From an optimization exercise on the open Yosys and OpenROAD flow, aimed at small area, a short achievable clock period and few clock cycles per item; shortcuts taken in it are not production practice.
In this exercise RTL edits were held to simulation tests only and were not proved equivalent to the original.

==> flow/design.v (outline; a module is shown in full before it is edited, if it fits) <==
// module adsb_nl: 46 lines
// module adsb_cpr_lat: 478 lines
// module adsb_cpr_lon: 825 lines
// module adsb_crc_hi: 372 lines
// module adsb_crc_lo: 52 lines
// module adsb_encoder: 108 lines
// module adsb_alt_a: 211 lines
// module adsb_alt_b: 186 lines
module adsb_encoder (
    input  wire         clk,
    input  wire         rst,
    input  wire         in_valid,
    output wire         in_ready,
    input  wire [1:0]   op,
    input  wire [23:0]  icao,
    input  wire [2:0]   ca,
    input  wire [4:0]   tc,
    input  wire [1:0]   ss,
    input  wire         nicsb,
    input  wire         tbit,
    input  wire         surface,
    input  wire [31:0]  alt,       
    input  wire [31:0]  lat,       
    input  wire [31:0]  lon,       
    input  wire [63:0]  name,      
    input  wire [87:0]  msg,       
    output wire         out_valid,
    input  wire         out_ready,
    output wire [111:0] frame_e,   
    output wire [111:0] frame_o,
    output wire [7:0]   diag,
    output wire [23:0]  crc,
    output wire         err
);
  // ...
==> flow/flow/run.sh <==
#!/bin/bash
# The standard layout (standard.sh: ORFS synthesis to final layout, unchanged),
# with the port buffers that global placement inserts on every input and output
# made from sky130_fd_sc_hd__buf_2 instead of the cell buffer_ports picks by
# default (clkdlybuf4s50_1, a delay cell of twice the area and about 0.4 ns more
# delay). Every port still gets its own buffer.
set -euo pipefail
export BUFFER_PORTS_ARGS="-buffer_cell sky130_fd_sc_hd__buf_2"
bash standard.sh finish > standard_flow.log 2>&1
==> flow/standard.sh <==
#!/bin/bash
# synth_recipe.tcl (not shown) runs the flow's synth.tcl, then flattens the netlist and writes it again
# the make line also repeats each setting of config.mk as NAME=value (left out here)
make -C /OpenROAD-flow-scripts/flow DESIGN_CONFIG=/design/flow/config.mk WORK_HOME=/design/flow/orfs CLKGATE_MAP_FILE= SYNTH_SCRIPT=/design/flow/synth_recipe.tcl "${@:-finish}"
==> flow/config.mk <==
export PLATFORM = sky130hd
export DESIGN_NAME = adsb_encoder
export DESIGN_NICKNAME = adsb_encoder
export VERILOG_FILES = /design/flow/design.v
export SDC_FILE = /design/flow/constraint.sdc
export NUM_CORES = 4
export LEC_CHECK = 0
export CAP_MARGIN = 20
export CORE_MARGIN = 2
export CORE_UTILIZATION = 40
export PLACE_DENSITY = 0.6
export SLEW_MARGIN = 20
==> flow/constraint.sdc <==
create_clock -name core_clock -period 34.0 [get_ports {clk}]
set_input_delay 6.8000 -clock core_clock [delete_from_list [all_inputs] [get_ports {clk}]]
set_output_delay 6.8000 -clock core_clock [all_outputs]
set_load 0.01 [all_outputs]
==> impl_metrics.yaml, run 1 <==
grt:
  vias_in_the_first_global_route: 28600
synth:
  post_synth_main_area_contributors: "sky130_fd_sc_hd__xnor2_1, sky130_fd_sc_hd__fa_1, sky130_fd_sc_hd__edfxtp_1"
  asyncSetResetFlopFracSynth: 0
  yosysUniqueCellTypes: 103
  number_of_synthesized_flops_with_an_enable_pin: 136
  synth_most_common_cell: "sky130_fd_sc_hd__xnor2_1"
  post-synth-top-area-fraction: 0.148
  post_synth.cell_area_avg_um2: 8.66
  synthAdderAreaFrac: 0.237
  syn-cell-area_mm2: 0.0335
  synthSimpleGateAreaFrac: 0.126
  post_synth_mux_area_share: 0.0365
clock_network:
  cts_htree_levels: 4
  holdBufCountCts: 0
  cts_inserted_buffers: 17
  cts.sink_count: 137
  root_cell_of_the_clock_tree: "sky130_fd_sc_hd__clkbuf_16"
  cts.clk_slew.worst_paths_ps: 80
  cts.repair.resized: 0
final_layout:
  multi_input_comb_area_mm2: 0.0259
  layout_common_cells: "sky130_fd_sc_hd__xnor2_1, sky130_fd_sc_hd__buf_2, sky130_fd_sc_hd__inv_1"
  fraction_of_area_in_multi_input_gates: 0.711
  antenna_cells_inserted: 1
  largest_register: "m_r"
  largest_register_ffs: 88
worst_setup_path:
  critPathMaxFanout: 32
  worstSetupStartpointType: "register"
  crit_path_start: "ol_r[11]$_DFFE_PP_"
  required_ps: 27200
routing:
  met2RoutedLength_mm: 57.5
  detail_route.wirelength.met1_mm: 52.8
  routed-via-count: 29500
  post_drt_via_cell_ratio: 5.66
  drtPass1Iterations: 6
status:
  run_status: "finished clean"
sta:
  worst_clock_skew_ps: 14.7
floorplanning:
  dieWidth_um: 293
  floorplan.tapcells: 1080
place:
  post_placement_cell_area_mm2: 0.0358
Testbench counts, summed over its fixed seeds: cycles 1,928, items 1,920.
==> run 2, diff against run 1 <==
--- a/flow/config.mk
+++ b/flow/config.mk
@@ -10,3 +10,3 @@
 export CORE_UTILIZATION = 40
 export PLACE_DENSITY = 0.6
-export SLEW_MARGIN = 20
+export SLEW_MARGIN = 60
==> run 2 against run 1 <==
  * Fmax rose by 2.0%
  * Worst hold slack improved by 5.0 ps
  * Die area did not move
  * Final cell count rose by 0.27%
  * Clock-buffer cell count did not move
  * Critical path type unchanged
==> impl_metrics.yaml, run 2 <==
floorplanning:
  fp-row-count: 106
  dieWidth_um: 293
  chipHeight_um: 293
  dieArea_mm2: 0.0860
  io-pin-count: 550
  fp.coreArea_mm2: 0.0833
  initial_utilization: 0.402
sta:
  clock.fmax_mhz: 70.3
  worst-slew-pin-transition_ps: 655
  setup_repair_after_global_routing_missed_its_margin: "no"
  finalMaxSlewViolations: 0
  finalCritPeriodShare: 0.419
  timing.slew.headroom: 0.563
  worst_clock_skew_ps: 16.6
  fin_tns_setup_ps: 0
  finalHoldViolCount: 0
  post-route-min-period_ps: 14230
  setup_viol: 0
synth:
  yosys_most_used_dff: "sky130_fd_sc_hd__edfxtp_1"
  asyncSetResetFlopFracSynth: 0
  syn-cell-area_mm2: 0.0335
  syn-num-nets: 4651
  synth.ff_latch_count: 137
  post_synth_main_area_contributors: "sky130_fd_sc_hd__xnor2_1, sky130_fd_sc_hd__fa_1, sky130_fd_sc_hd__edfxtp_1"
  post_synth.cell_area_avg_um2: 8.66
  number_of_synthesized_flops_with_an_enable_pin: 136
  synth_most_common_cell: "sky130_fd_sc_hd__xnor2_1"
  yosys.area.top_type: "sky130_fd_sc_hd__xnor2_1"
  syn_inst: 3865
  commonest_cells_in_the_netlist: "sky130_fd_sc_hd__xnor2_1, sky130_fd_sc_hd__inv_1, sky130_fd_sc_hd__ha_1"
  post-synth-top-area-fraction: 0.148
  synth_sequential_area_ratio: 0.123
  ys.warnings.count: 1
  yosysUniqueCellTypes: 103
worst_setup_path:
  worst-setup-path-type: "register to primary output"
  critPathMaxFanout: 32
  cp-end-kind: "primary output"
  timing.critical_path.buf_inv: 5
  required_ps: 27200
  critical-path-max-stage-delay_ps: 580
  critical-path-slowest-cell: "sky130_fd_sc_hd__fa_1"
  cp_data_arrival_time_ps: 7430
  worst-r2r-setup-slack_ps: 31990
  cp_top_family: "adder cells"
  worstSetupStartpointType: "register"
  critPathMostFrequentCell: "sky130_fd_sc_hd__fa_1"
final_layout:
  layoutNonFillerInstCount: 5224
  leading_registers_by_flop_count: "m_r: 88 flops, ol_r: 34 flops, z_r: 9 flops"
  finalNetCount: 4917
  layout_commonest_cell: "sky130_fd_sc_hd__xnor2_1"
  largest_register: "m_r"
  post_route_cell_area_mm2: 0.0371
  layout_common_cells: "sky130_fd_sc_hd__xnor2_1, sky130_fd_sc_hd__buf_2, sky130_fd_sc_hd__inv_1"
  drive_above_1_share: 0.196
  area_growth_syn_to_layout_pct: 10.8
  antenna_cells_inserted: 0
  largest_register_ffs: 88
grt:
  number_of_antenna_violations_at_the_first_check_in_global_routing: 11
  vias_in_the_first_global_route: 28500
  globalRoute.totalOverflow: 0
  track_usage: 0.286
  largest_net_degree_at_the_start_of_global_routing: 76
  grt_first_pass_wirelength_mm: 185
routing:
  wl_mm: 126
  highest-signal-layer: "met5"
  detail_route.wirelength.met1_mm: 53.3
  drc_errors: 0
  met3_wirelength_mm: 10.2
  drt-initial-drc-count: 3242
  met2RoutedLength_mm: 57.4
  routed-via-count: 29600
  drtAntennaViolNets: 0
  drtPass1Iterations: 9
  wl_per_cell_um: 24.1
  post_drt_via_cell_ratio: 5.66
place:
  placed_cells: 5192
  globalplace.congestion: 0.989
  post_placement_cell_area_mm2: 0.0364
  placement.io_buffers: 548
  dpl.hpwl_mm: 104
clock_network:
  clk-insertion-delay-late_ps: 480
  post_cts_setup_repair_buffer_count: 0
  cts.sink_count: 137
  cts.repair.resized: 0
  holdBufCountCts: 0
  clockBufferDepth: 2
  cts_htree_levels: 4
  cts_tree: "built"
  cts.clk_slew.worst_paths_ps: 70
  root_cell_of_the_clock_tree: "sky130_fd_sc_hd__clkbuf_16"
  cts_inserted_buffers: 17
status:
  run_status: "finished clean"
flow_run:
  max_cap_viol_count: 0
worst_hold_path:
  worst_hold_path_type: "register to register"
run 2: changes by cell type in the layout (fill, tap and decap cells not counted), sizes merged:
cell           delta
clkbuf            +1
clkinv            -1
buf              +12
clkinvlp          +1
clkdlybuf4s18     +1
bufinv            +1
diode             -1
inv               -1
clkdlybuf4s15     +1
run 2: logic make-up after synthesis:
family	count (synthesis)	share of synthesized area
adders and majority gates	495	0.237
DFF	137	0.123
muxes	113	0.0365
and+or+nand+nor	850	0.126
buffers and inverters	738	0.105
other	1	0.000112
xor gates and xnor gates	795	0.224
AOI/OAI and AO/OA	736	0.148
run 2: metal layers:
| metal | up-vias | GRT usage |
|---|---|---|
| met5 | - | 0 |
| met4 | 6 | 0.108 |
| met3 | 219 | 0.0456 |
| met2 | 1379 | 0.455 |
| met1 | 14500 | 0.390 |
| li1 | 13500 | - |
run 2: final timing paths:
check,to,depth (start not counted),start
min reg2reg,full$_SDFFE_PP0P_,2,full$_SDFFE_PP0P_
min,full$_SDFFE_PP0P_,2,full$_SDFFE_PP0P_
max,frame_o[12],25,ol_r[12]$_DFFE_PP_
max reg2reg,m_r[7]$_DFFE_PP_,5,full$_SDFFE_PP0P_
run 2: per-stage QoR:
stage	hold WS (ps)	utilization	worst slack, ps
6_report	555	0.445	19770
5_1_grt	563	0.445	19360
4_1_cts	551	0.444	19770
3_5_place_dp	529	0.437	19450
3_3_place_gp	517	0.430	19280
2_1_floorplan	593	-	20030
run 2: worst min-delay path, cell delays in order, from the launching register on:
cell and delay (ps):
sky130_fd_sc_hd__dfxtp_1 320, sky130_fd_sc_hd__nand2b_1 110, sky130_fd_sc_hd__a21oi_1 80
run 2: area by class of cell:
cell class                 count  area (µm²)
timing repair buffer         605        3280
fill                        8310       46200
clock buffer                  17         425
multi-input combinational   2990       26300
sequential                   137        4100
inverter                     380        1430
tap                         1080        1350
clock inverter                15         178
==> run 3, diff against run 2 <==
--- a/flow/config.mk
+++ b/flow/config.mk
@@ -8,5 +8,5 @@
 export CAP_MARGIN = 20
 export CORE_MARGIN = 2
-export CORE_UTILIZATION = 40
-export PLACE_DENSITY = 0.6
-export SLEW_MARGIN = 60
+export CORE_UTILIZATION = 55
+export PLACE_DENSITY = 0.75
+export SLEW_MARGIN = 20
==> run 3 against run 2 <==
  * Still clean
  * Cell area is 2.9% lower
  * Setup slack lost 610 ps
  * Global-route usage is 8.0 points higher
  * Utilization increased by 15 points
  * Clock skew is 5.0 ps lower
  * Register-to-register slack got worse by 560 ps
  * Fmax decreased by 4.1%
  * First-iteration DRC count increased by 1.4%
  * Clock-buffer cell count stayed put
  * Sequential cell count did not move
==> impl_metrics.yaml, run 3 <==
clock_network:
  cts.clk_slew.worst_paths_ps: 70
  holdBufCountCts: 0
  post_cts_setup_repair_buffer_count: 0
  cts.sink_count: 137
  root_cell_of_the_clock_tree: "sky130_fd_sc_hd__clkbuf_16"
  clockBufferDepth: 2
  cts_htree_levels: 4
  cts_inserted_buffers: 17
  cts.repair.resized: 0
  clk-insertion-delay-late_ps: 490
  cts_tree: "built"
worst_setup_path:
  worstRegToRegCells: 4
  crit-reg2reg-launch: "full$_SDFFE_PP0P_"
  rr_endpoint: "m_r[33]$_DFFE_PP_"
  cp_data_arrival_time_ps: 15070
  worst-r2r-setup-slack_ps: 31430
  crit_path_start: "lat[31]"
  crit_end: "ol_r[16]$_DFFE_PP_"
  critical-path-slowest-cell: "sky130_fd_sc_hd__inv_1"
  cp-end-kind: "register"
  critical-path-max-stage-delay_ps: 690
  critPathMaxFanout: 62
  critPathMostFrequentCell: "sky130_fd_sc_hd__a21o_1"
  worst-setup-path-type: "primary input to register"
  required_ps: 34230
  worstSetupStartpointType: "primary input"
routing:
  drtPass1Iterations: 8
  wl_per_cell_um: 23.8
  drtAntennaViolNets: 0
  routed-via-count: 29700
  drc_errors: 0
  post_drt_via_cell_ratio: 6.05
  drt-initial-drc-count: 3289
  wl_mm: 117
synth:
  synth.ff_latch_count: 137
  syn_inst: 3865
  synth_sequential_area_ratio: 0.123
  yosys_most_used_dff: "sky130_fd_sc_hd__edfxtp_1"
  commonest_cells_in_the_netlist: "sky130_fd_sc_hd__xnor2_1, sky130_fd_sc_hd__inv_1, sky130_fd_sc_hd__ha_1"
  number_of_synthesized_flops_with_an_enable_pin: 136
  syn-num-nets: 4651
  post-synth-top-area-fraction: 0.148
  yosysUniqueCellTypes: 103
  post_synth_main_area_contributors: "sky130_fd_sc_hd__xnor2_1, sky130_fd_sc_hd__fa_1, sky130_fd_sc_hd__edfxtp_1"
  ys.warnings.count: 1
  asyncSetResetFlopFracSynth: 0
  post_synth.cell_area_avg_um2: 8.66
  yosys.area.top_type: "sky130_fd_sc_hd__xnor2_1"
  synth_most_common_cell: "sky130_fd_sc_hd__xnor2_1"
  syn-cell-area_mm2: 0.0335
sta:
  finalCritPeriodShare: 0.437
  worst_clock_skew_ps: 11.6
  finalHoldViolCount: 0
  clock.fmax_mhz: 67.4
  timing.slew.headroom: 0.284
  setup_viol: 0
  fin_tns_setup_ps: 0
  post-route-min-period_ps: 14840
  finalMaxSlewViolations: 0
  setup_repair_after_global_routing_missed_its_margin: "no"
  worst-slew-pin-transition_ps: 1070
  finalHoldWorstSlack_ps: 538
final_layout:
  layout_common_cells: "sky130_fd_sc_hd__xnor2_1, sky130_fd_sc_hd__buf_2, sky130_fd_sc_hd__inv_1"
  layout_commonest_cell: "sky130_fd_sc_hd__xnor2_1"
  largest_register_ffs: 88
  finalNetCount: 4898
  largest_register: "m_r"
  drive_above_1_share: 0.177
  area_growth_syn_to_layout_pct: 7.60
  leading_registers_by_flop_count: "m_r: 88 flops, ol_r: 34 flops, z_r: 9 flops"
floorplanning:
  chipHeight_um: 251
  dieArea_mm2: 0.0629
  fp-row-count: 90
  initial_utilization: 0.556
  fp.coreArea_mm2: 0.0602
  dieWidth_um: 251
  io-pin-count: 550
grt:
  track_usage: 0.366
  largest_net_degree_at_the_start_of_global_routing: 74
  globalRoute.totalOverflow: 0
  grt_first_pass_wirelength_mm: 174
  vias_in_the_first_global_route: 28300
  number_of_antenna_violations_at_the_first_check_in_global_routing: 5
worst_hold_path:
  worst_hold_path_type: "register to register"
status:
  run_status: "finished clean"
place:
  globalplace.congestion: 1.05
  dpl.hpwl_mm: 94.3
  placement.io_buffers: 548
flow_run:
  max_cap_viol_count: 0
run 3: cell counts after synthesis:
Identical to the previous run, type by type.
run 3: critical path, delay by kind of cell:
family                   cells  cell delay, ps
XOR/XNOR                     1             320
adder cells (fa/ha/maj)      2             970
AND/OR/NAND/NOR              3             400
buffers and inverters        6            2570
AO/OA/AOI/OAI               17            3940
run 3: worst min path at each step:
stage | startpoint | end | slack (ps) | depth (start not counted)
floorplan | full$_SDFFE_PP0P_ | full$_SDFFE_PP0P_ | 590 | 2
global placement | full$_SDFFE_PP0P_ | full$_SDFFE_PP0P_ | 510 | 2
detailed placement | full$_SDFFE_PP0P_ | full$_SDFFE_PP0P_ | 520 | 2
CTS | full$_SDFFE_PP0P_ | full$_SDFFE_PP0P_ | 530 | 2
global route | full$_SDFFE_PP0P_ | full$_SDFFE_PP0P_ | 600 | 2
finish | full$_SDFFE_PP0P_ | full$_SDFFE_PP0P_ | 540 | 2
run 3: stage by stage:
| step | cell area (µm²) | std cells | setup slack (ps) | util |
|---|---|---|---|---|
| 4_1_cts | 36000 | 4906 | 19360 | 0.598 |
| 2_1_floorplan | 33500 | 3865 | 20030 | - |
| 3_5_place_dp | 35400 | 4874 | 18830 | 0.588 |
| 3_3_place_gp | 35400 | 4874 | 18960 | 0.588 |
| 5_1_grt | 36000 | 4908 | 18460 | 0.598 |
| 6_report | 36000 | 4908 | 19160 | 0.598 |
run 3: layout make-up:
cell class                 instances  area, µm²
multi-input combinational       2990      25900
fill                            5411      24200
sequential                       137       4100
timing repair buffer             586       3040
inverter                         380       1430
tap                              782        978
clock buffer                      17        425
clock inverter                    15        154
antenna                            1       2.50
run 3: per-layer routing:
metal / vias to the layer above / track usage / wire, µm
met5: - / 0 / 25
met4: 4 / 0.152 / 5200
met3: 253 / 0.0767 / 11800
met2: 1586 / 0.567 / 52100
met1: 14400 / 0.498 / 47500
li1: 13400 / - / -
run 3: logic make-up after synthesis:
group | Yosys count | synth area share
compound gates | 736 | 0.148
xor+xnor | 795 | 0.224
fa+ha+maj | 495 | 0.237
buf+inv | 738 | 0.105
flops | 137 | 0.123
mux | 113 | 0.0365
other cells | 1 | 0.000112
simple gates | 850 | 0.126
==> run 4, diff against run 3 <==
==> flow/flow/run.sh (replaced) <==
#!/bin/bash
# The standard layout (standard.sh: ORFS synthesis to final layout, unchanged),
# with the port buffers that global placement inserts on every input and output
# made from sky130_fd_sc_hd__buf_1 instead of the cell buffer_ports picks by
# default (clkdlybuf4s50_1, a delay cell of 2.7 times the area and about 0.4 ns more
# delay). Every port still gets its own buffer.
set -euo pipefail
export BUFFER_PORTS_ARGS="-buffer_cell sky130_fd_sc_hd__buf_1"
bash standard.sh finish > standard_flow.log 2>&1
--- a/flow/config.mk
+++ b/flow/config.mk
@@ -8,5 +8,5 @@
 export CAP_MARGIN = 20
 export CORE_MARGIN = 2
-export CORE_UTILIZATION = 55
-export PLACE_DENSITY = 0.75
+export CORE_UTILIZATION = 40
+export PLACE_DENSITY = 0.6
 export SLEW_MARGIN = 20
==> run 4 against run 3 <==
  * Register-to-register slack worse by 130 ps
  * Critical path type is now register to primary output
  * Critical path depth decreased by 10
  * Die area grew 37%
  * Highest routed layer unchanged
==> impl_metrics.yaml, run 4 <==
worst_hold_path:
  hold_path_depth: 2
  whs_endpoint: "full$_SDFFE_PP0P_"
  worstHoldStart: "full$_SDFFE_PP0P_"
  worst_hold_path_type: "register to register"
worst_setup_path:
  worstSetupStartpointType: "register"
  worst-r2r-setup-slack_ps: 31300
  cp_data_arrival_time_ps: 7760
  crit-reg2reg-launch: "full$_SDFFE_PP0P_"
  critPathMaxFanout: 17
  required_ps: 27200
  worstRegToRegCells: 4
  critical-path-max-stage-delay_ps: 840
  worst-setup-path-type: "register to primary output"
  rr_endpoint: "z_r[4]$_DFFE_PP_"
  cp-end-kind: "primary output"
  cp_top_family: "adder cells"
  cp_cell_sequence: "nand2_1 > fa_1 > inv_1 > fa_1 > fa_1 > fa_1 > ha_1 > or3_1 > o211ai_1 > o211ai_1 > a32oi_1 > nand2_1 > xnor2_1 > xor2_1 > xnor2_1 > xnor3_1 > xnor2_1 > xnor2_1 > buf_1"
  timing.critical_path.buf_inv: 2
  critical-path-slowest-cell: "sky130_fd_sc_hd__edfxtp_1"
final_layout:
  largest_register: "m_r"
  area_growth_syn_to_layout_pct: 6.74
  post_route_cell_area_mm2: 0.0357
  layout_common_cells: "sky130_fd_sc_hd__xnor2_1, sky130_fd_sc_hd__buf_1, sky130_fd_sc_hd__inv_1"
  largest_register_ffs: 88
  finalNetCount: 4902
  antenna_cells_inserted: 0
  drive_above_1_share: 0.0472
  leading_registers_by_flop_count: "m_r: 88 flops, ol_r: 34 flops, z_r: 9 flops"
  layout_commonest_cell: "sky130_fd_sc_hd__xnor2_1"
sta:
  post-route-min-period_ps: 14560
  worst_clock_skew_ps: 18.2
  setup_repair_after_global_routing_missed_its_margin: "no"
  timing.slew.headroom: 0.205
  finalCritPeriodShare: 0.428
  fin_tns_setup_ps: 0
  clock.fmax_mhz: 68.7
  worst-slew-pin-transition_ps: 1180
  finalHoldViolCount: 0
  finalMaxSlewViolations: 0
  setup_viol: 0
status:
  run_status: "finished clean"
clock_network:
  cts.repair.resized: 0
  post_cts_setup_repair_buffer_count: 0
  cts_tree: "built"
  clk-insertion-delay-late_ps: 480
  cts.sink_count: 137
  cts_htree_levels: 4
  cts.clk_slew.worst_paths_ps: 70
  root_cell_of_the_clock_tree: "sky130_fd_sc_hd__clkbuf_16"
  clockBufferDepth: 2
  cts_inserted_buffers: 17
  holdBufCountCts: 0
flow_run:
  max_cap_viol_count: 0
synth:
  syn-cell-area_mm2: 0.0335
  post_synth_mux_area_share: 0.0365
  number_of_synthesized_flops_with_an_enable_pin: 136
  asyncSetResetFlopFracSynth: 0
  syn_inst: 3865
  ys.warnings.count: 1
  commonest_cells_in_the_netlist: "sky130_fd_sc_hd__xnor2_1, sky130_fd_sc_hd__inv_1, sky130_fd_sc_hd__ha_1"
  synthSimpleGateAreaFrac: 0.126
  synth_compound_area_frac: 0.148
  syn-num-nets: 4651
  synth.ff_latch_count: 137
  synth_xor_area_frac: 0.224
  yosys_most_used_dff: "sky130_fd_sc_hd__edfxtp_1"
  synthAdderAreaFrac: 0.237
  yosys.area.top_type: "sky130_fd_sc_hd__xnor2_1"
  post_synth.cell_area_avg_um2: 8.66
  synth_top_family_by_area: "adder cells"
  synth_most_common_cell: "sky130_fd_sc_hd__xnor2_1"
  post_synth_main_area_contributors: "sky130_fd_sc_hd__xnor2_1, sky130_fd_sc_hd__fa_1, sky130_fd_sc_hd__edfxtp_1"
  synth_sequential_area_ratio: 0.123
  yosysUniqueCellTypes: 103
  post-synth-top-area-fraction: 0.148
grt:
  track_usage: 0.290
  globalRoute.totalOverflow: 0
  global_route.peak_usage_layer: "met2"
  met3_usage: 0.0448
  grt_first_pass_wirelength_mm: 187
  number_of_antenna_violations_at_the_first_check_in_global_routing: 4
  vias_in_the_first_global_route: 28600
  grt_util_met1: 0.397
  met2_usage: 0.464
  largest_net_degree_at_the_start_of_global_routing: 75
routing:
  wl_per_cell_um: 24.4
  drc_errors: 0
  post_drt_via_cell_ratio: 5.62
  drt-initial-drc-count: 2652
  wl_mm: 127
  drtPass1Iterations: 6
  drtAntennaViolNets: 0
  routed-via-count: 29300
place:
  dpl.hpwl_mm: 104
  placement.io_buffers: 548
  globalplace.congestion: 0.986
  post_placement_cell_area_mm2: 0.0352
floorplanning:
  fp.coreArea_mm2: 0.0833
  dieWidth_um: 293
  chipHeight_um: 293
  fp-row-count: 106
  dieArea_mm2: 0.0860
  initial_utilization: 0.402
  io-pin-count: 550
[run 4: cell type report]
class	instances	area, µm²
clock buffer	17	425
clock inverter	15	133
fill	8484	47600
inverter	380	1430
multi-input combinational	2990	25900
sequential	137	4100
tap	1080	1350
timing repair buffer	590	2390
[run 4: metrics by stage]
step	hold slack, ps	util	setup slack (ps)	cells
floorplan	593	-	20030	3865
global placement	533	0.422	19510	5176
detailed placement	523	0.422	19410	5176
CTS	540	0.429	19150	5208
global route	567	0.429	19050	5209
finish	543	0.429	19440	5209
[run 4: cell families after synthesis]
| kind of cell | after synthesis |
|---|---|
| and+or+nand+nor | 850 |
| buffers and inverters | 738 |
| DFF | 137 |
| adders and majority gates | 495 |
| muxes | 113 |
| AOI/OAI and AO/OA | 736 |
| xor gates and xnor gates | 795 |
| other | 1 |
[run 4: per-layer routing]
layer	vias to the layer above	wire length (µm)	part of all wire
met3	175	10300	0.081
met4	4	4640	0.036
met5	-	26	0.00020
li1	13500	-	-
met1	14300	54200	0.43
met2	1317	57800	0.45
[run 4: worst max path at each step]
stage	start	end	slack (ps)	cells past startpoint
2_1_floorplan	lat[31]	ol_r[15]$_DFFE_PP_	20030	38
3_3_place_gp	lat[23]	ol_r[15]$_DFFE_PP_	19510	28
3_5_place_dp	lat[23]	ol_r[15]$_DFFE_PP_	19410	29
4_1_cts	ol_r[11]$_DFFE_PP_	frame_o[10]	19150	19
5_1_grt	ol_r[11]$_DFFE_PP_	frame_o[15]	19050	19
6_report	ol_r[11]$_DFFE_PP_	frame_o[14]	19440	19
[run 4: worst reg2reg max path, cell delays in order, from the launching register on]
cell and delay, ps:
sky130_fd_sc_hd__dfxtp_1 320, sky130_fd_sc_hd__nand2b_1 110, sky130_fd_sc_hd__and2_4 220, sky130_fd_sc_hd__buf_4 670, sky130_fd_sc_hd__buf_4 910
==> run 5, diff against run 4 <==
--- a/flow/config.mk
+++ b/flow/config.mk
@@ -10,3 +10,3 @@
 export CORE_UTILIZATION = 40
 export PLACE_DENSITY = 0.6
-export SLEW_MARGIN = 20
+export SLEW_MARGIN = 60
==> run 5 against run 4 <==
  * Routed wire length up 0.37%
  * Cell area up 1.9%
  * Sequential share of layout area down 0.21 points
  * Critical path depth up 6
  * Synthesized cell count unchanged
  * Critical endpoint is now frame_o[12]
  * Still clean on timing, DRC and antenna
  * Global-route usage up 0.21 points
  * Clock skew down 5.2 ps
  * Critical path type unchanged
  * Fmax up 2.2%
  * Sequential cell count unchanged
==> impl_metrics.yaml, run 5 <==
sta:
  fin_tns_setup_ps: 0
  post-route-min-period_ps: 14250
  clock.fmax_mhz: 70.2
  finalWorstSetupSlack_ps: 19750
  timing.slew.headroom: 0.570
  finalHoldWorstSlack_ps: 548
  worst_clock_skew_ps: 13.0
  finalCritPeriodShare: 0.419
  finalHoldViolCount: 0
  worst-slew-pin-transition_ps: 640
  setup_repair_after_global_routing_missed_its_margin: "no"
  finalMaxSlewViolations: 0
  setup_viol: 0
synth:
  post_synth.cell_area_avg_um2: 8.66
  syn_inst: 3865
  yosys_most_used_dff: "sky130_fd_sc_hd__edfxtp_1"
  synth_sequential_area_ratio: 0.123
  syn-cell-area_mm2: 0.0335
  yosysUniqueCellTypes: 103
  asyncSetResetFlopFracSynth: 0
  yosys.area.top_type: "sky130_fd_sc_hd__xnor2_1"
  synth.ff_latch_count: 137
  number_of_synthesized_flops_with_an_enable_pin: 136
  syn-num-nets: 4651
  ys.warnings.count: 1
  synth_most_common_cell: "sky130_fd_sc_hd__xnor2_1"
  commonest_cells_in_the_netlist: "sky130_fd_sc_hd__xnor2_1, sky130_fd_sc_hd__inv_1, sky130_fd_sc_hd__ha_1"
  post_synth_main_area_contributors: "sky130_fd_sc_hd__xnor2_1, sky130_fd_sc_hd__fa_1, sky130_fd_sc_hd__edfxtp_1"
  post-synth-top-area-fraction: 0.148
floorplanning:
  initial_utilization: 0.402
  fp-row-count: 106
  chipHeight_um: 293
  io-pin-count: 550
  dieArea_mm2: 0.0860
  fp.coreArea_mm2: 0.0833
  dieWidth_um: 293
clock_network:
  clockBufferDepth: 2
  cts_htree_levels: 4
  cts_tree: "built"
  cts_inserted_buffers: 17
  cts.sink_count: 137
  clk-insertion-delay-late_ps: 490
  post_cts_setup_repair_buffer_count: 0
  holdBufCountCts: 0
  root_cell_of_the_clock_tree: "sky130_fd_sc_hd__clkbuf_16"
  cts.repair.resized: 0
  cts.clk_slew.worst_paths_ps: 70
worst_setup_path:
  cp_data_arrival_time_ps: 7450
  worst-setup-path-type: "register to primary output"
  worstRegToRegCells: 5
  critPathMaxFanout: 32
  worstSetupStartpointType: "register"
  worst-r2r-setup-slack_ps: 31830
  required_ps: 27200
  cp-end-kind: "primary output"
routing:
  drtAntennaViolNets: 0
  drtPass1Iterations: 5
  post_drt_via_cell_ratio: 5.64
  drt-initial-drc-count: 2851
  drc_errors: 0
  routed-via-count: 29500
  wl_per_cell_um: 24.4
  wl_mm: 128
place:
  globalplace.congestion: 0.986
  placement.io_buffers: 548
  pre_cts_ws_ps: 19620
  dpl.hpwl_mm: 105
  placed_cells: 5195
flow_run:
  max_cap_viol_count: 0
final_layout:
  largest_register_ffs: 88
  layout_commonest_cell: "sky130_fd_sc_hd__xnor2_1"
  finalNetCount: 4922
  area_growth_syn_to_layout_pct: 8.75
  leading_registers_by_flop_count: "m_r: 88 flops, ol_r: 34 flops, z_r: 9 flops"
  largest_register: "m_r"
  layout_common_cells: "sky130_fd_sc_hd__xnor2_1, sky130_fd_sc_hd__buf_1, sky130_fd_sc_hd__inv_1"
  layoutNonFillerInstCount: 5230
  drive_above_1_share: 0.0670
worst_hold_path:
  worst_hold_path_type: "register to register"
  hold_path_depth: 2
grt:
  globalRoute.totalOverflow: 0
  number_of_antenna_violations_at_the_first_check_in_global_routing: 5
  largest_net_degree_at_the_start_of_global_routing: 75
  vias_in_the_first_global_route: 28800
  grt_first_pass_wirelength_mm: 189
  track_usage: 0.292
status:
  run_status: "finished clean"
-- run 5: metrics by stage --
step | cell area (µm²) | util
4_1_cts | 36300 | 0.435
3_5_place_dp | 35700 | 0.429
3_3_place_gp | 35200 | 0.422
6_report | 36400 | 0.437
2_1_floorplan | 33500 | -
5_1_grt | 36400 | 0.437
-- run 5: final cells by class --
cell class / instances / area (µm²)
antenna: 1 / 2.50
clock buffer: 17 / 425
clock inverter: 15 / 131
fill: 8406 / 46900
inverter: 380 / 1430
multi-input combinational: 2990 / 26300
sequential: 137 / 4100
tap: 1080 / 1350
timing repair buffer: 610 / 2630
-- run 5: critical path: stages (launching register included) --
cell	delay (ps)
sky130_fd_sc_hd__edfxtp_1	370
sky130_fd_sc_hd__buf_4	250
sky130_fd_sc_hd__and2_1	210
sky130_fd_sc_hd__ha_1	260
sky130_fd_sc_hd__inv_1	40
sky130_fd_sc_hd__fa_1	350
sky130_fd_sc_hd__inv_1	80
sky130_fd_sc_hd__fa_1	430
sky130_fd_sc_hd__fa_1	560
sky130_fd_sc_hd__fa_1	490
sky130_fd_sc_hd__ha_1	450
sky130_fd_sc_hd__nor2b_1	190
sky130_fd_sc_hd__o21a_1	190
sky130_fd_sc_hd__o21a_1	220
sky130_fd_sc_hd__o21ai_1	220
sky130_fd_sc_hd__inv_1	130
sky130_fd_sc_hd__fa_1	430
sky130_fd_sc_hd__xor2_1	300
sky130_fd_sc_hd__xor2_1	210
sky130_fd_sc_hd__xor2_1	360
sky130_fd_sc_hd__xnor2_1	170
sky130_fd_sc_hd__xnor3_1	240
sky130_fd_sc_hd__xnor2_1	250
sky130_fd_sc_hd__xnor2_1	200
sky130_fd_sc_hd__xnor2_1	160
sky130_fd_sc_hd__buf_1	180
-- run 5: logic make-up after synthesis --
kind of cell / synth area share
buffers and inverters: 0.105
DFF: 0.123
other: 0.000112
and+or+nand+nor: 0.126
xor gates and xnor gates: 0.224
AOI/OAI and AO/OA: 0.148
adders and majority gates: 0.237
muxes: 0.0365
-- run 5: path summary, 6_finish.rpt --
| kind | from | to |
|---|---|---|
| max | ol_r[12]$_DFFE_PP_ | frame_o[12] |
| min | full$_SDFFE_PP0P_ | full$_SDFFE_PP0P_ |
| max reg2reg | full$_SDFFE_PP0P_ | z_r[0]$_DFFE_PP_ |
| min reg2reg | full$_SDFFE_PP0P_ | full$_SDFFE_PP0P_ |
-- run 5: routing by layer --
| metal | part of all wire | GRT usage |
|---|---|---|
| met4 | 0.038 | 0.0959 |
| met5 | 0.00032 | 0 |
| met2 | 0.45 | 0.468 |
| met1 | 0.42 | 0.401 |
| met3 | 0.084 | 0.0467 |
==> run 6, diff against run 5 <==
--- a/flow/config.mk
+++ b/flow/config.mk
@@ -10,3 +10,3 @@
 export CORE_UTILIZATION = 40
 export PLACE_DENSITY = 0.6
-export SLEW_MARGIN = 60
+export SLEW_MARGIN = 75
==> run 6 against run 5 <==
  * Utilization up 4.1 points
  * Routed wire length is 1.5% higher
  * Highest routed layer unchanged
  * Sequential cell count did not move
==> impl_metrics.yaml, run 6 <==
floorplanning:
  chipHeight_um: 293
  fp-row-count: 106
  fp.coreArea_mm2: 0.0833
  initial_utilization: 0.402
  io-pin-count: 550
  dieArea_mm2: 0.0860
  dieWidth_um: 293
grt:
  number_of_antenna_violations_at_the_first_check_in_global_routing: 4
  globalRoute.totalOverflow: 0
  track_usage: 0.294
  largest_net_degree_at_the_start_of_global_routing: 65
  vias_in_the_first_global_route: 30000
  grt_first_pass_wirelength_mm: 191
clock_network:
  cts.clk_slew.worst_paths_ps: 70
  cts_inserted_buffers: 17
  clk-insertion-delay-late_ps: 480
  cts.sink_count: 137
  cts_htree_levels: 4
  holdBufCountCts: 0
  clockBufferDepth: 2
  cts_tree: "built"
  root_cell_of_the_clock_tree: "sky130_fd_sc_hd__clkbuf_16"
  cts.repair.resized: 0
  post_cts_setup_repair_buffer_count: 0
synth:
  synth_most_common_cell: "sky130_fd_sc_hd__xnor2_1"
  asyncSetResetFlopFracSynth: 0
  synth.ff_latch_count: 137
  commonest_cells_in_the_netlist: "sky130_fd_sc_hd__xnor2_1, sky130_fd_sc_hd__inv_1, sky130_fd_sc_hd__ha_1"
  ys.warnings.count: 1
  syn-cell-area_mm2: 0.0335
  syn-num-nets: 4651
  synth_sequential_area_ratio: 0.123
  yosysUniqueCellTypes: 103
  number_of_synthesized_flops_with_an_enable_pin: 136
  post_synth.cell_area_avg_um2: 8.66
  post_synth_main_area_contributors: "sky130_fd_sc_hd__xnor2_1, sky130_fd_sc_hd__fa_1, sky130_fd_sc_hd__edfxtp_1"
  yosys_most_used_dff: "sky130_fd_sc_hd__edfxtp_1"
  post-synth-top-area-fraction: 0.148
  yosys.area.top_type: "sky130_fd_sc_hd__xnor2_1"
  syn_inst: 3865
place:
  dpl.hpwl_mm: 108
  globalplace.congestion: 0.986
  placement.io_buffers: 548
  post_placement_cell_area_mm2: 0.0385
worst_setup_path:
  crit-reg2reg-launch: "full$_SDFFE_PP0P_"
  cp-end-kind: "primary output"
  worst-r2r-setup-slack_ps: 31770
  worst-setup-path-type: "register to primary output"
  cp_top_family: "adder cells"
  worstRegToRegCells: 7
  cp_data_arrival_time_ps: 7640
  timing.critical_path.buf_inv: 6
  required_ps: 27200
  critPathMaxFanout: 19
  critical-path-max-stage-delay_ps: 570
  rr_endpoint: "m_r[2]$_DFFE_PP_"
  worstSetupStartpointType: "register"
  critical-path-slowest-cell: "sky130_fd_sc_hd__fa_1"
  critPathMostFrequentCell: "sky130_fd_sc_hd__fa_1"
routing:
  drc_errors: 0
  drtAntennaViolNets: 0
  post_drt_via_cell_ratio: 5.62
  drtPass1Iterations: 6
  routed-via-count: 30400
  wl_mm: 129
  wl_per_cell_um: 23.9
  drt-initial-drc-count: 2703
final_layout:
  area_growth_syn_to_layout_pct: 19.0
  largest_register_ffs: 88
  largest_register: "m_r"
  layout_common_cells: "sky130_fd_sc_hd__buf_1, sky130_fd_sc_hd__xnor2_1, sky130_fd_sc_hd__inv_1"
  finalNetCount: 5105
  layout_commonest_cell: "sky130_fd_sc_hd__buf_1"
  leading_registers_by_flop_count: "m_r: 88 flops, ol_r: 34 flops, z_r: 9 flops"
  drive_above_1_share: 0.168
  post_route_cell_area_mm2: 0.0398
worst_hold_path:
  worst_hold_path_type: "register to register"
  hold_path_depth: 2
  whs_endpoint: "full$_SDFFE_PP0P_"
  worstHoldStart: "full$_SDFFE_PP0P_"
sta:
  post-route-min-period_ps: 14440
  clock.fmax_mhz: 69.3
  finalCritPeriodShare: 0.425
  finalHoldWorstSlack_ps: 546
  worst_clock_skew_ps: 14.9
  fin_tns_setup_ps: 0
  finalHoldViolCount: 0
  finalMaxSlewViolations: 0
  setup_viol: 0
  setup_repair_after_global_routing_missed_its_margin: "no"
flow_run:
  max_cap_viol_count: 0
status:
  run_status: "finished clean"
run 6: cell counts after synthesis:
No cell type changed its count.
run 6: logic make-up (layout without fill, tap and decap cells):
kind of cell,after synthesis,in the layout,share of synthesized area
and+or+nand+nor,850,850,0.126
xor gates and xnor gates,795,795,0.224
buffers and inverters,738,1205,0.105
AOI/OAI and AO/OA,736,736,0.148
adders and majority gates,495,495,0.237
DFF,137,137,0.123
muxes,113,113,0.0365
other,1,2,0.000112
run 6: final cells by class:
| cell class | count | area (µm²) |
|---|---|---|
| fillers | 8015 | 43500 |
| multi-input cells | 2990 | 28400 |
| flip-flops and latches | 137 | 4100 |
| repair buffers | 793 | 3990 |
| inverters | 380 | 1430 |
| well taps | 1080 | 1350 |
| clock buffers | 18 | 439 |
| clock inverters | 14 | 128 |
| diodes | 1 | 2.50 |
run 6: layer usage:
| layer | global-route usage | part of all wire | vias to the layer above |
|---|---|---|---|
| met5 | 0 | 0.00021 | - |
| met4 | 0.0956 | 0.036 | 4 |
| li1 | - | - | 13900 |
| met2 | 0.478 | 0.46 | 1377 |
| met3 | 0.0511 | 0.081 | 202 |
| met1 | 0.395 | 0.42 | 15000 |
run 6: metrics by stage:
stage                     instances  worst slack [ps]  utilization
final                          5413             19560        0.478
after global routing           5413             19160        0.478
after CTS                      5396             19620        0.470
after detailed placement       5364             20000        0.463
after global placement         5176             19510        0.422
after floorplan                3865             20030            -
run 6: worst register-to-register path, delay by kind of cell (launching register included):
kind                   cells  cell delay (ps)
buffers and inverters      5             1230
DFF                        1              320
and+or+nand+nor            2              340
run 6: worst max-delay path by stage:
stage / startpoint / end / slack (ps) / cells after the start
3_3_place_gp: lat[23] / ol_r[15]$_DFFE_PP_ / 19510 / 28
2_1_floorplan: lat[31] / ol_r[15]$_DFFE_PP_ / 20030 / 38
6_report: ol_r[12]$_DFFE_PP_ / frame_o[12] / 19560 / 26
5_1_grt: ol_r[12]$_DFFE_PP_ / frame_o[12] / 19160 / 26
3_5_place_dp: lat[31] / ol_r[14]$_DFFE_PP_ / 20000 / 29
4_1_cts: ol_r[12]$_DFFE_PP_ / frame_o[12] / 19620 / 26
==> run 7, diff against run 6 <==
--- a/flow/config.mk
+++ b/flow/config.mk
@@ -10,3 +10,3 @@
 export CORE_UTILIZATION = 40
 export PLACE_DENSITY = 0.6
-export SLEW_MARGIN = 75
+export SLEW_MARGIN = 50
==> run 7 against run 6 <==
  * Highest routed layer unchanged
  * Worst hold slack worse by 1.5 ps
  * Still clean
  * Setup slack better by 180 ps
  * Clock skew down 3.9 ps
  * Clock-buffer cell count down 1
  * Non-clock buffer count down 197
  * Register-to-register slack worse by 40 ps
  * Die area unchanged
  * Final cell count down 3.6%
  * Global-route usage down 0.26 points
==> impl_metrics.yaml, run 7 <==
status:
  run_status: "finished clean"
synth:
  syn-cell-area_mm2: 0.0335
  post-synth-top-area-fraction: 0.148
  yosysUniqueCellTypes: 103
  ys.warnings.count: 1
  yosys.area.top_type: "sky130_fd_sc_hd__xnor2_1"
  syn_inst: 3865
  yosys_most_used_dff: "sky130_fd_sc_hd__edfxtp_1"
  synth_sequential_area_ratio: 0.123
  number_of_synthesized_flops_with_an_enable_pin: 136
  synth_most_common_cell: "sky130_fd_sc_hd__xnor2_1"
  asyncSetResetFlopFracSynth: 0
  synth.ff_latch_count: 137
  syn-num-nets: 4651
  post_synth_main_area_contributors: "sky130_fd_sc_hd__xnor2_1, sky130_fd_sc_hd__fa_1, sky130_fd_sc_hd__edfxtp_1"
  post_synth.cell_area_avg_um2: 8.66
  commonest_cells_in_the_netlist: "sky130_fd_sc_hd__xnor2_1, sky130_fd_sc_hd__inv_1, sky130_fd_sc_hd__ha_1"
floorplanning:
  io-pin-count: 550
  initial_utilization: 0.402
  chipHeight_um: 293
  fp-row-count: 106
  dieWidth_um: 293
  fp.coreArea_mm2: 0.0833
  dieArea_mm2: 0.0860
grt:
  global_route.peak_usage_layer: "met2"
  track_usage: 0.291
  met3_usage: 0.0554
  number_of_antenna_violations_at_the_first_check_in_global_routing: 5
  grt_util_met1: 0.395
  vias_in_the_first_global_route: 28600
  met2_usage: 0.465
  globalRoute.totalOverflow: 0
  grt_first_pass_wirelength_mm: 187
  largest_net_degree_at_the_start_of_global_routing: 75
final_layout:
  largest_register: "m_r"
  leading_registers_by_flop_count: "m_r: 88 flops, ol_r: 34 flops, z_r: 9 flops"
  finalNetCount: 4908
  finalCoreUtilization: 0.432
  area_growth_syn_to_layout_pct: 7.40
  layout_common_cells: "sky130_fd_sc_hd__xnor2_1, sky130_fd_sc_hd__buf_1, sky130_fd_sc_hd__inv_1"
  largest_register_ffs: 88
  drive_above_1_share: 0.0532
  fillCellCount: 8432
  layout_commonest_cell: "sky130_fd_sc_hd__xnor2_1"
place:
  placement.io_buffers: 548
  pre_cts_ws_ps: 19490
  globalplace.congestion: 0.986
  dpl.hpwl_mm: 104
routing:
  drc_errors: 0
  post_drt_via_cell_ratio: 5.62
  drt-initial-drc-count: 2629
  routed-via-count: 29400
  wl_per_cell_um: 24.4
  drtPass1Iterations: 6
  drtAntennaViolNets: 0
  wl_mm: 127
worst_setup_path:
  crit-reg2reg-launch: "full$_SDFFE_PP0P_"
  required_ps: 27200
  cp_data_arrival_time_ps: 7460
  crit_path_start: "ol_r[12]$_DFFE_PP_"
  critPathMaxFanout: 32
  cp-end-kind: "primary output"
  worstRegToRegCells: 4
  worstSetupStartpointType: "register"
  worst-setup-path-type: "register to primary output"
  crit_end: "frame_o[12]"
  worst-r2r-setup-slack_ps: 31730
  rr_endpoint: "z_r[6]$_DFFE_PP_"
clock_network:
  clk-insertion-delay-late_ps: 480
  post_cts_setup_repair_buffer_count: 0
  cts.sink_count: 137
  cts_htree_levels: 4
  cts.repair.resized: 0
  holdBufCountCts: 0
  clockBufferDepth: 2
  root_cell_of_the_clock_tree: "sky130_fd_sc_hd__clkbuf_16"
  cts_tree: "built"
  cts.clk_slew.worst_paths_ps: 80
  cts_inserted_buffers: 17
sta:
  finalWorstSetupSlack_ps: 19740
  worst_clock_skew_ps: 11.0
  worst-slew-pin-transition_ps: 765
  finalMaxSlewViolations: 0
  setup_viol: 0
  post-route-min-period_ps: 14260
  timing.slew.headroom: 0.486
  finalCritPeriodShare: 0.419
  clock.fmax_mhz: 70.1
  fin_tns_setup_ps: 0
  setup_repair_after_global_routing_missed_its_margin: "no"
  finalHoldViolCount: 0
  finalHoldWorstSlack_ps: 544
worst_hold_path:
  worst_hold_path_type: "register to register"
flow_run:
  max_cap_viol_count: 0
-- run 7: worst min-delay path by stage --
stage,startpoint,end,slack [ps],cells after the start
finish,full$_SDFFE_PP0P_,full$_SDFFE_PP0P_,540,2
CTS,full$_SDFFE_PP0P_,full$_SDFFE_PP0P_,540,2
global placement,full$_SDFFE_PP0P_,full$_SDFFE_PP0P_,530,2
floorplan,full$_SDFFE_PP0P_,full$_SDFFE_PP0P_,590,2
detailed placement,full$_SDFFE_PP0P_,full$_SDFFE_PP0P_,530,2
global route,full$_SDFFE_PP0P_,full$_SDFFE_PP0P_,580,2
-- run 7: final cells by class --
type	instances	area, µm²	area share
Sequential cell	137	4100	0.114
Tap cell	1080	1350	0.0376
Antenna cell	4	10.0	0.000278
Inverter	380	1430	0.0397
Timing Repair Buffer	596	2490	0.0693
Clock inverter	15	133	0.00369
Clock buffer	17	425	0.0118
Multi-Input combinational cell	2990	26000	0.724
-- run 7: through the flow --
stage | instances | instance area (µm²)
after detailed placement | 5181 | 35300
final | 5219 | 36000
after global placement | 5176 | 35200
after CTS | 5213 | 35900
after floorplan | 3865 | 33500
after global routing | 5215 | 36000
-- run 7: worst max-delay path, cell delays in order, from the launching register on --
cell and delay [ps]:
sky130_fd_sc_hd__edfxtp_1 400, sky130_fd_sc_hd__buf_4 270, sky130_fd_sc_hd__and2_1 210, sky130_fd_sc_hd__ha_1 260
sky130_fd_sc_hd__inv_1 40, sky130_fd_sc_hd__fa_1 350, sky130_fd_sc_hd__inv_1 80, sky130_fd_sc_hd__fa_1 430
sky130_fd_sc_hd__fa_1 560, sky130_fd_sc_hd__fa_1 490, sky130_fd_sc_hd__ha_1 450, sky130_fd_sc_hd__nor2b_1 190
sky130_fd_sc_hd__o21a_1 190, sky130_fd_sc_hd__o21a_1 230, sky130_fd_sc_hd__o21ai_1 190, sky130_fd_sc_hd__inv_1 120
sky130_fd_sc_hd__fa_1 430, sky130_fd_sc_hd__xor2_1 270, sky130_fd_sc_hd__xor2_1 220, sky130_fd_sc_hd__xor2_1 380
sky130_fd_sc_hd__xnor2_1 180, sky130_fd_sc_hd__xnor3_1 240, sky130_fd_sc_hd__xnor2_1 250, sky130_fd_sc_hd__xnor2_1 200
sky130_fd_sc_hd__xnor2_1 150, sky130_fd_sc_hd__buf_1 180
-- run 7: cell families after synthesis --
| family | count (synthesis) | share of synthesized area |
|---|---|---|
| AND/OR/NAND/NOR | 850 | 0.126 |
| adder cells (fa/ha/maj) | 495 | 0.237 |
| flip-flops | 137 | 0.123 |
| XOR/XNOR | 795 | 0.224 |
| AO/OA/AOI/OAI | 736 | 0.148 |
| other | 1 | 0.000112 |
| multiplexers | 113 | 0.0365 |
| buffers and inverters | 738 | 0.105 |
-- run 7: per-layer routing --
layer,wire [µm],share of wire
met5,14,0.00011
met4,4320,0.034
met3,9980,0.078
met2,58500,0.46
met1,54700,0.43
==> run 8, diff against run 7 <==
--- a/flow/config.mk
+++ b/flow/config.mk
@@ -6,7 +6,7 @@
 export NUM_CORES = 4
 export LEC_CHECK = 0
-export CAP_MARGIN = 20
+export CAP_MARGIN = 40
 export CORE_MARGIN = 2
 export CORE_UTILIZATION = 40
 export PLACE_DENSITY = 0.6
-export SLEW_MARGIN = 50
+export SLEW_MARGIN = 60
==> run 8 against run 7 <==
  * Critical path depth did not move
  * Cell area rose by 1.3%
  * Fmax barely moved
  * Largest cell class unchanged
  * Utilization rose by 0.54 points
  * Via count rose by 0.59%
  * Still clean on timing, DRC and antenna
  * Synthesized cell count did not move
==> impl_metrics.yaml, run 8 <==
routing:
  met3_wirelength_mm: 10.8
  drtAntennaViolNets: 0
  drtPass1Iterations: 5
  wl_mm: 128
  wl_per_cell_um: 24.4
  routed-via-count: 29500
  detail_route.wirelength.met1_mm: 54.0
  drt-initial-drc-count: 2851
  met2RoutedLength_mm: 57.9
  highest-signal-layer: "met5"
  post_drt_via_cell_ratio: 5.64
  drc_errors: 0
sta:
  finalHoldViolCount: 0
  setup_repair_after_global_routing_missed_its_margin: "no"
  worst_clock_skew_ps: 13.0
  setup_viol: 0
  timing.slew.headroom: 0.570
  clock.fmax_mhz: 70.2
  finalCritPeriodShare: 0.419
  post-route-min-period_ps: 14250
  worst-slew-pin-transition_ps: 640
  fin_tns_setup_ps: 0
  finalMaxSlewViolations: 0
floorplanning:
  chipHeight_um: 293
  fp-row-count: 106
  dieWidth_um: 293
  io-pin-count: 550
  fp.coreArea_mm2: 0.0833
  initial_utilization: 0.402
  dieArea_mm2: 0.0860
synth:
  post-synth-top-area-fraction: 0.148
  yosys_most_used_dff: "sky130_fd_sc_hd__edfxtp_1"
  asyncSetResetFlopFracSynth: 0
  syn-num-nets: 4651
  synth.ff_latch_count: 137
  synth_sequential_area_ratio: 0.123
  yosys.area.top_type: "sky130_fd_sc_hd__xnor2_1"
  post_synth_main_area_contributors: "sky130_fd_sc_hd__xnor2_1, sky130_fd_sc_hd__fa_1, sky130_fd_sc_hd__edfxtp_1"
  synth_most_common_cell: "sky130_fd_sc_hd__xnor2_1"
  post_synth.cell_area_avg_um2: 8.66
  commonest_cells_in_the_netlist: "sky130_fd_sc_hd__xnor2_1, sky130_fd_sc_hd__inv_1, sky130_fd_sc_hd__ha_1"
  number_of_synthesized_flops_with_an_enable_pin: 136
  ys.warnings.count: 1
  syn_inst: 3865
  yosysUniqueCellTypes: 103
  syn-cell-area_mm2: 0.0335
grt:
  track_usage: 0.292
  number_of_antenna_violations_at_the_first_check_in_global_routing: 5
  globalRoute.totalOverflow: 0
  grt_first_pass_wirelength_mm: 189
  largest_net_degree_at_the_start_of_global_routing: 75
  vias_in_the_first_global_route: 28800
final_layout:
  drive_above_1_share: 0.0670
  layout_common_cells: "sky130_fd_sc_hd__xnor2_1, sky130_fd_sc_hd__buf_1, sky130_fd_sc_hd__inv_1"
  layoutNonFillerInstCount: 5230
  leading_registers_by_flop_count: "m_r: 88 flops, ol_r: 34 flops, z_r: 9 flops"
  layout_commonest_cell: "sky130_fd_sc_hd__xnor2_1"
  largest_register: "m_r"
  area_growth_syn_to_layout_pct: 8.75
  finalCoreUtilization: 0.437
  post_route_cell_area_mm2: 0.0364
  largest_register_ffs: 88
  finalNetCount: 4922
clock_network:
  cts.clk_slew.worst_paths_ps: 70
  root_cell_of_the_clock_tree: "sky130_fd_sc_hd__clkbuf_16"
  clk-insertion-delay-late_ps: 490
  cts.repair.resized: 0
  post_cts_setup_repair_buffer_count: 0
  clockBufferDepth: 2
  cts_htree_levels: 4
  cts.sink_count: 137
  holdBufCountCts: 0
  cts_tree: "built"
  cts_inserted_buffers: 17
place:
  dpl.hpwl_mm: 105
  globalplace.congestion: 0.986
  post_placement_cell_area_mm2: 0.0357
  placement.io_buffers: 548
  placed_cells: 5195
worst_setup_path:
  critPathMaxFanout: 32
  required_ps: 27200
  cp-end-kind: "primary output"
  cp_data_arrival_time_ps: 7450
  worstSetupStartpointType: "register"
  worst-setup-path-type: "register to primary output"
worst_hold_path:
  worst_hold_path_type: "register to register"
status:
  run_status: "finished clean"
flow_run:
  max_cap_viol_count: 0
[run 8: cell counts after synthesis]
Identical to the previous run, type by type.
[run 8: path summary, 6_finish.rpt]
path                       endpoint               start  depth (start not counted)  slack [ps]
hold / removal    full$_SDFFE_PP0P_   full$_SDFFE_PP0P_                          2         550
setup / recovery        frame_o[12]  ol_r[12]$_DFFE_PP_                         25       19750
setup reg to reg   z_r[0]$_DFFE_PP_   full$_SDFFE_PP0P_                          5       31830
hold reg to reg   full$_SDFFE_PP0P_   full$_SDFFE_PP0P_                          2         550
[run 8: cell families (layout without fill, tap and decap cells)]
logic type | after synthesis | after routing | share of synthesized area
compound gates | 736 | 736 | 0.148
flops | 137 | 137 | 0.123
buf+inv | 738 | 1022 | 0.105
xor+xnor | 795 | 795 | 0.224
simple gates | 850 | 850 | 0.126
mux | 113 | 113 | 0.0365
other cells | 1 | 2 | 0.000112
fa+ha+maj | 495 | 495 | 0.237
[run 8: worst max-delay path: stages, from the launching register on]
cell	delay [ps]
sky130_fd_sc_hd__edfxtp_1	370
sky130_fd_sc_hd__buf_4	250
sky130_fd_sc_hd__and2_1	210
sky130_fd_sc_hd__ha_1	260
sky130_fd_sc_hd__inv_1	40
sky130_fd_sc_hd__fa_1	350
sky130_fd_sc_hd__inv_1	80
sky130_fd_sc_hd__fa_1	430
sky130_fd_sc_hd__fa_1	560
sky130_fd_sc_hd__fa_1	490
sky130_fd_sc_hd__ha_1	450
sky130_fd_sc_hd__nor2b_1	190
sky130_fd_sc_hd__o21a_1	190
sky130_fd_sc_hd__o21a_1	220
sky130_fd_sc_hd__o21ai_1	220
sky130_fd_sc_hd__inv_1	130
sky130_fd_sc_hd__fa_1	430
sky130_fd_sc_hd__xor2_1	300
sky130_fd_sc_hd__xor2_1	210
sky130_fd_sc_hd__xor2_1	360
sky130_fd_sc_hd__xnor2_1	170
sky130_fd_sc_hd__xnor3_1	240
sky130_fd_sc_hd__xnor2_1	250
sky130_fd_sc_hd__xnor2_1	200
sky130_fd_sc_hd__xnor2_1	160
sky130_fd_sc_hd__buf_1	180
[run 8: area by class of cell]
| class | instances | area (µm²) |
|---|---|---|
| multi-input cells | 2990 | 26300 |
| fillers | 8406 | 46900 |
| inverters | 380 | 1430 |
| flip-flops and latches | 137 | 4100 |
| clock inverters | 15 | 131 |
| clock buffers | 17 | 425 |
| repair buffers | 610 | 2630 |
| diodes | 1 | 2.50 |
| well taps | 1080 | 1350 |
[run 8: per-stage QoR]
| step | hold WS (ps) | worst slack, ps |
|---|---|---|
| after floorplan | 593 | 20030 |
| after global placement | 533 | 19510 |
| after detailed placement | 524 | 19620 |
| after CTS | 543 | 19790 |
| after global routing | 582 | 19350 |
| final | 548 | 19750 |
[run 8: metal layers]
layer  global-route usage  vias to the layer above
li1                     -                    13500
met1                0.401                    14500
met2                0.468                     1355
met3               0.0467                      198
met4               0.0959                        6
met5                    0                        -
==> run 9, diff against run 8 <==
--- a/flow/config.mk
+++ b/flow/config.mk
@@ -6,7 +6,7 @@
 export NUM_CORES = 4
 export LEC_CHECK = 0
-export CAP_MARGIN = 40
+export CAP_MARGIN = 20
 export CORE_MARGIN = 2
 export CORE_UTILIZATION = 40
 export PLACE_DENSITY = 0.6
-export SLEW_MARGIN = 60
+export SLEW_MARGIN = 55
==> run 9 against run 8 <==
  * Still clean
  * Fmax grew 0.19%
  * First-iteration DRC count is essentially flat
  * Worst hold slack lost 6.4 ps
  * Via count is essentially flat
  * Final cell count shrank 0.15%
  * Utilization shrank 0.38 points
  * Global-route usage shrank 0.12 points
  * Setup slack gained 28 ps
  * Critical endpoint unchanged
  * Largest cell class unchanged
  * Highest routed layer unchanged
==> impl_metrics.yaml, run 9 <==
status:
  run_status: "finished clean"
synth:
  syn-cell-area_mm2: 0.0335
  synth_sequential_area_ratio: 0.123
  synthAdderAreaFrac: 0.237
  yosys_most_used_dff: "sky130_fd_sc_hd__edfxtp_1"
  synth.ff_latch_count: 137
  syn-num-nets: 4651
  synth_top_family_by_area: "adder cells"
  number_of_synthesized_flops_with_an_enable_pin: 136
  synth_compound_area_frac: 0.148
  post_synth_main_area_contributors: "sky130_fd_sc_hd__xnor2_1, sky130_fd_sc_hd__fa_1, sky130_fd_sc_hd__edfxtp_1"
  asyncSetResetFlopFracSynth: 0
  yosysUniqueCellTypes: 103
  synth_xor_area_frac: 0.224
  commonest_cells_in_the_netlist: "sky130_fd_sc_hd__xnor2_1, sky130_fd_sc_hd__inv_1, sky130_fd_sc_hd__ha_1"
  post_synth.cell_area_avg_um2: 8.66
  post_synth_mux_area_share: 0.0365
final_layout:
  layout_common_cells: "sky130_fd_sc_hd__xnor2_1, sky130_fd_sc_hd__buf_1, sky130_fd_sc_hd__inv_1"
  layout_commonest_cell: "sky130_fd_sc_hd__xnor2_1"
  drive_above_1_share: 0.0580
  layoutNonFillerInstCount: 5222
  area_growth_syn_to_layout_pct: 7.80
  leading_registers_by_flop_count: "m_r: 88 flops, ol_r: 34 flops, z_r: 9 flops"
  finalNetCount: 4914
worst_hold_path:
  worst_hold_path_type: "register to register"
  worstHoldStart: "full$_SDFFE_PP0P_"
worst_setup_path:
  cp-end-kind: "primary output"
  worstRegToRegCells: 4
  worstSetupStartpointType: "register"
  cp_data_arrival_time_ps: 7420
  required_ps: 27200
  rr_endpoint: "ol_r[0]$_DFFE_PP_"
  crit-reg2reg-launch: "full$_SDFFE_PP0P_"
  worst-r2r-setup-slack_ps: 31830
clock_network:
  post_cts_setup_repair_buffer_count: 0
  cts.sink_count: 137
  cts_inserted_buffers: 17
  root_cell_of_the_clock_tree: "sky130_fd_sc_hd__clkbuf_16"
  holdBufCountCts: 0
  cts.repair.resized: 0
  cts_tree: "built"
  clockBufferDepth: 2
sta:
  setup_repair_after_global_routing_missed_its_margin: "no"
  post-route-min-period_ps: 14220
  finalHoldViolCount: 0
  worst_clock_skew_ps: 11.9
  finalMaxSlewViolations: 0
  setup_viol: 0
  timing.slew.headroom: 0.523
  finalWorstSetupSlack_ps: 19780
  finalCritPeriodShare: 0.418
floorplanning:
  initial_utilization: 0.402
  fp.coreArea_mm2: 0.0833
  dieWidth_um: 293
  dieArea_mm2: 0.0860
grt:
  largest_net_degree_at_the_start_of_global_routing: 75
  grt_first_pass_wirelength_mm: 187
  track_usage: 0.291
routing:
  routed-via-count: 29500
  post_drt_via_cell_ratio: 5.65
  drt-initial-drc-count: 2852
  drtPass1Iterations: 7
place:
  placed_cells: 5187
  globalplace.congestion: 0.986
  dpl.hpwl_mm: 104
flow_run:
  max_cap_viol_count: 0
## run 9: cell count changes in the layout (fill, tap and decap cells not counted), moves of 4 or more
cell | before | now
sky130_fd_sc_hd__o21ai_0 | 159 | 164
sky130_fd_sc_hd__xor2_1 | 180 | 184
sky130_fd_sc_hd__xnor2_2 | 24 | 14
sky130_fd_sc_hd__xor2_2 | 8 | 4
sky130_fd_sc_hd__xnor2_1 | 547 | 558
sky130_fd_sc_hd__o21ai_1 | 11 | 7
## run 9: how the worst max path moves through the flow
stage / from / endpoint
3_3_place_gp: lat[23] / ol_r[15]$_DFFE_PP_
2_1_floorplan: lat[31] / ol_r[15]$_DFFE_PP_
3_5_place_dp: lat[25] / ol_r[16]$_DFFE_PP_
6_report: ol_r[12]$_DFFE_PP_ / frame_o[12]
4_1_cts: ol_r[12]$_DFFE_PP_ / frame_o[12]
5_1_grt: ol_r[12]$_DFFE_PP_ / frame_o[12]
## run 9: logic make-up after synthesis
logic type	Yosys count
fa+ha+maj	495
xor+xnor	795
flops	137
buf+inv	738
simple gates	850
mux	113
other cells	1
compound gates	736
## run 9: routing by layer
| metal | GRT usage | vias up | part of all wire | wire, µm |
|---|---|---|---|---|
| met5 | 0 | - | 0.00040 | 51 |
| met4 | 0.102 | 8 | 0.037 | 4670 |
| met3 | 0.0576 | 193 | 0.088 | 11200 |
| met2 | 0.461 | 1327 | 0.45 | 57500 |
| met1 | 0.393 | 14500 | 0.42 | 53600 |
| li1 | - | 13500 | - | - |
## run 9: cell type report
| cell class | instances | area [µm²] |
|---|---|---|
| diodes | 1 | 2.50 |
| fillers | 8467 | 47200 |
| clock inverters | 15 | 134 |
| well taps | 1080 | 1350 |
| flip-flops and latches | 137 | 4100 |
| repair buffers | 602 | 2550 |
| multi-input cells | 2990 | 26100 |
| inverters | 380 | 1430 |
| clock buffers | 17 | 425 |
## run 9: worst max-delay path, stage by stage (launching register included)
cell and delay (ps):
sky130_fd_sc_hd__edfxtp_1 360, sky130_fd_sc_hd__buf_4 250, sky130_fd_sc_hd__and2_1 210, sky130_fd_sc_hd__ha_1 260, sky130_fd_sc_hd__inv_1 40, sky130_fd_sc_hd__fa_1 350
sky130_fd_sc_hd__inv_1 80, sky130_fd_sc_hd__fa_1 430, sky130_fd_sc_hd__fa_1 560, sky130_fd_sc_hd__fa_1 490, sky130_fd_sc_hd__ha_1 470, sky130_fd_sc_hd__nor2b_1 200
sky130_fd_sc_hd__o21a_1 190, sky130_fd_sc_hd__o21a_1 220, sky130_fd_sc_hd__o21ai_1 190, sky130_fd_sc_hd__inv_1 110, sky130_fd_sc_hd__fa_1 420, sky130_fd_sc_hd__xor2_1 290
sky130_fd_sc_hd__xor2_1 200, sky130_fd_sc_hd__xor2_1 380, sky130_fd_sc_hd__xnor2_1 180, sky130_fd_sc_hd__xnor3_1 240, sky130_fd_sc_hd__xnor2_1 260, sky130_fd_sc_hd__xnor2_1 210
sky130_fd_sc_hd__xnor2_1 150, sky130_fd_sc_hd__buf_1 170
## run 9: per-stage QoR
stage | hold slack (ps) | util | instance area [µm²]
final | 542 | 0.433 | 36100
after global routing | 572 | 0.433 | 36100
after CTS | 544 | 0.432 | 36000
after detailed placement | 528 | 0.426 | 35500
after global placement | 533 | 0.422 | 35200
after floorplan | 593 | - | 33500

==> static timing again, ports no longer ideal <==
The results above use ideal ports. As a check the final layouts listed here were re-extracted and re-timed, cells and wires unchanged. Step 1 (the two cells are an assumption about what drives the block):
set clk [get_ports {clk}]
set_driving_cell -lib_cell sky130_fd_sc_hd__clkbuf_16 $clk
set_driving_cell -lib_cell sky130_fd_sc_hd__buf_2 [delete_from_list [all_inputs] $clk]
Step 2 adds t to the input delays and takes it off the output delays; t is the mean of the earliest and latest rising clock arrival at the registers after step 1. Input paths then give back, and output paths get back, about the clock's delay inside the block. Slacks: no drivers / after step 1 / after step 2; pairs: no drivers / after step 1.
run	shift t [ns]	setup slack, ns	slew at the worst register clock pin (ns)
run 1	0.546	19.479 / 19.410 / 19.050	0.08 / 0.08
run 2	0.539	19.767 / 19.701 / 19.465	0.08 / 0.08
run 3	0.550	19.155 / 19.198 / 18.648	0.08 / 0.08
run 4	0.537	19.443 / 19.380 / 19.189	0.07 / 0.07
run 5	0.544	19.751 / 19.692 / 19.406	0.08 / 0.08
run 6	0.541	19.563 / 19.496 / 19.883	0.07 / 0.07
run 7	0.536	19.743 / 19.685 / 19.261	0.08 / 0.08
run 8	0.544	19.751 / 19.692 / 19.406	0.08 / 0.08
run 9	0.544	19.778 / 19.713 / 19.410	0.08 / 0.08
After both steps setup and hold are still met in every run listed. For run 3, which loses most, drivers alone change the setup slack by +0.043 ns; drivers and shift together by -0.507 ns.
